Background: an optimization exercise with open tools, aiming at a short achievable clock period. Do not read the settings as production practice.
Where RTL was checked, it was by simulation tests only, not by an equivalence proof against the original.
The flow treats the clock pin as an ideal source. Dropping or thinning the clock tree relies on that and would not hold on a real chip.
Power figures rest on the tool's default switching activity, not on a simulated workload.

// fcp
module fcp #(
    parameter PMAX = 64                  
) (
    input  wire        clk,
    input  wire        rst,              
    input  wire        req_valid,
    input  wire [35:0] req,
    output reg         rsp_valid,
    output reg  [49:0] rsp
);
==> module fcp_accen, before the edit <==
module fcp_accen (
    input  wire        req_valid,
    input  wire        rst,
    input  wire [3:0]  opsel,
    input  wire        st_idle,
    input  wire        st_fill,
    input  wire        acc_sv,
    output wire        acc_init,
    output wire        acc_add
);
    wire q, m5, m2, m;
    fcp_and1n2 u_q  (.a(req_valid), .b(rst), .c(opsel[3]), .y(q));
    fcp_and2n1 u_m5 (.a(st_fill), .b(opsel[2]), .c(opsel[1]), .y(m5));
    fcp_and2n1 u_m2 (.a(st_idle), .b(opsel[1]), .c(opsel[2]), .y(m2));
    fcp_mux2   u_m  (.s(opsel[0]), .a(m5), .b(m2), .y(m));
    fcp_and2   u_ad (.a(q), .b(m), .y(acc_add));
    assign acc_init = rst || (req_valid && st_idle && opsel == 4'h1);
endmodule
==> module fcp_and1n2, before the edit <==
module fcp_and1n2 (input wire a, input wire b, input wire c, output wire y);
    assign y = a & ~b & ~c;
endmodule
==> module fcp_and2n1, before the edit <==
module fcp_and2n1 (input wire a, input wire b, input wire c, output wire y);
    assign y = a & b & ~c;
endmodule
==> module fcp_mux2, before the edit <==
module fcp_mux2 (input wire s, input wire a, input wire b, output wire y);
    assign y = s ? a : b;
endmodule
==> module fcp_and2, before the edit <==
module fcp_and2 (input wire a, input wire b, output wire y);
    assign y = a & b;
endmodule
export LEC_CHECK = 0
export ABC_CLOCK_PERIOD_IN_PS = 800
export CAP_MARGIN = 20
export CORE_MARGIN = 2
export CORE_UTILIZATION = 40
export PLACE_DENSITY = 0.6
export SETUP_SLACK_MARGIN = 2.75
export SLEW_MARGIN = 20
export SYNTH_HIERARCHICAL = 1
export SYNTH_MINIMUM_KEEP_SIZE = 0
create_clock -name core_clock -period 4.5 [get_ports {clk}]
standard.sh (not shown) runs the stock make flow with config.mk's settings and CLKGATE_MAP_FILE= SYNTH_SCRIPT=/design/flow/synth_recipe.tcl, a recipe that flattens the netlist after the stock synthesis.
==> flow/flow/run.sh <==
#!/bin/bash
# Standard layout, with the clock tree built by flow/tree.tcl (two levels of
# clkbuf_16) instead of TritonCTS. Full output of the ORFS run goes to
# flow_standard.log in the work folder; ORFS's own per-step logs stay under orfs/logs.
set -euo pipefail
W=$(pwd)
export PRE_CTS_TCL="$W/flow/tree.tcl"
bash standard.sh > "$W/flow_standard.log" 2>&1
Other scripts of this flow, unchanged in this note and not shown: flow/flow/tree.tcl
Change:
--- a/flow/design.v
+++ b/flow/design.v
@@ -284,23 +284,7 @@
     output wire        acc_add
 );
-    wire q, m5, m2, m;
-    fcp_and1n2 u_q  (.a(req_valid), .b(rst), .c(opsel[3]), .y(q));
-    fcp_and2n1 u_m5 (.a(st_fill), .b(opsel[2]), .c(opsel[1]), .y(m5));
-    fcp_and2n1 u_m2 (.a(st_idle), .b(opsel[1]), .c(opsel[2]), .y(m2));
-    fcp_mux2   u_m  (.s(opsel[0]), .a(m5), .b(m2), .y(m));
-    fcp_and2   u_ad (.a(q), .b(m), .y(acc_add));
-    assign acc_init = rst || (req_valid && st_idle && opsel == 4'h1);
-endmodule
-module fcp_and1n2 (input wire a, input wire b, input wire c, output wire y);
-    assign y = a & ~b & ~c;
-endmodule
-module fcp_and2n1 (input wire a, input wire b, input wire c, output wire y);
-    assign y = a & b & ~c;
-endmodule
-module fcp_mux2 (input wire s, input wire a, input wire b, output wire y);
-    assign y = s ? a : b;
-endmodule
-module fcp_and2 (input wire a, input wire b, output wire y);
-    assign y = a & b;
+    wire v = req_valid && !rst;
+    assign acc_add  = v && ((st_idle && opsel == 4'h2) || (st_fill && opsel == 4'h5));
+    assign acc_init = rst || (v && st_idle && opsel == 4'h1);
 endmodule
 module fcp_accn (
=>
- The changed run produced a clean layout
- clock power barely changes
- power barely changes
- clock skew falls by 0.0053 ns
- worst setup slack gains 0.029 ns
- sequential cell count stays the same
- area after synthesis is about the same
- routed wire length grows by 0.86%
- die area stays flat
- cell area increases by 1.2%
- sequential share of layout area fell by 0.68 points
- synthesized cell count does not change
- combinational power rises by about 2%
- fmax climbs by 1.5%
- final cell count climbs by about 0.5%
For the first run of this note, only the layout was checked, not whether the RTL still works. No run of this note takes its clock network from TritonCTS; it comes from the design's own scripts or RTL.

## port drivers added, routing unchanged
The results above use ideal ports. As a check the final layouts listed here were re-extracted and re-timed, cells and wires unchanged. Step 1: set_driving_cell puts a clkbuf_16 on clk and a buf_2 on each other input, an assumption about the parent block. Step 2 also shifts input and output timing later by t, the mid clock arrival at the registers, as if the neighbouring blocks saw the same clock. Three values: ideal, step 1, step 2; two values: the first two.
run | t (ns) | setup WS [ns] | hold WS [ns] | worst setup path at the end
the first run | 0.516 | 2.511 / 2.582 / 2.084 | 0.384 / 0.384 / 0.384 | input to register
the second run | 0.520 | 2.541 / 2.538 / 2.091 | 0.378 / 0.378 / 0.378 | input to register
After both steps setup and hold are still met in every run listed. For the second run, which loses most, drivers alone change the setup slack by -0.003 ns; drivers and shift together by -0.450 ns.
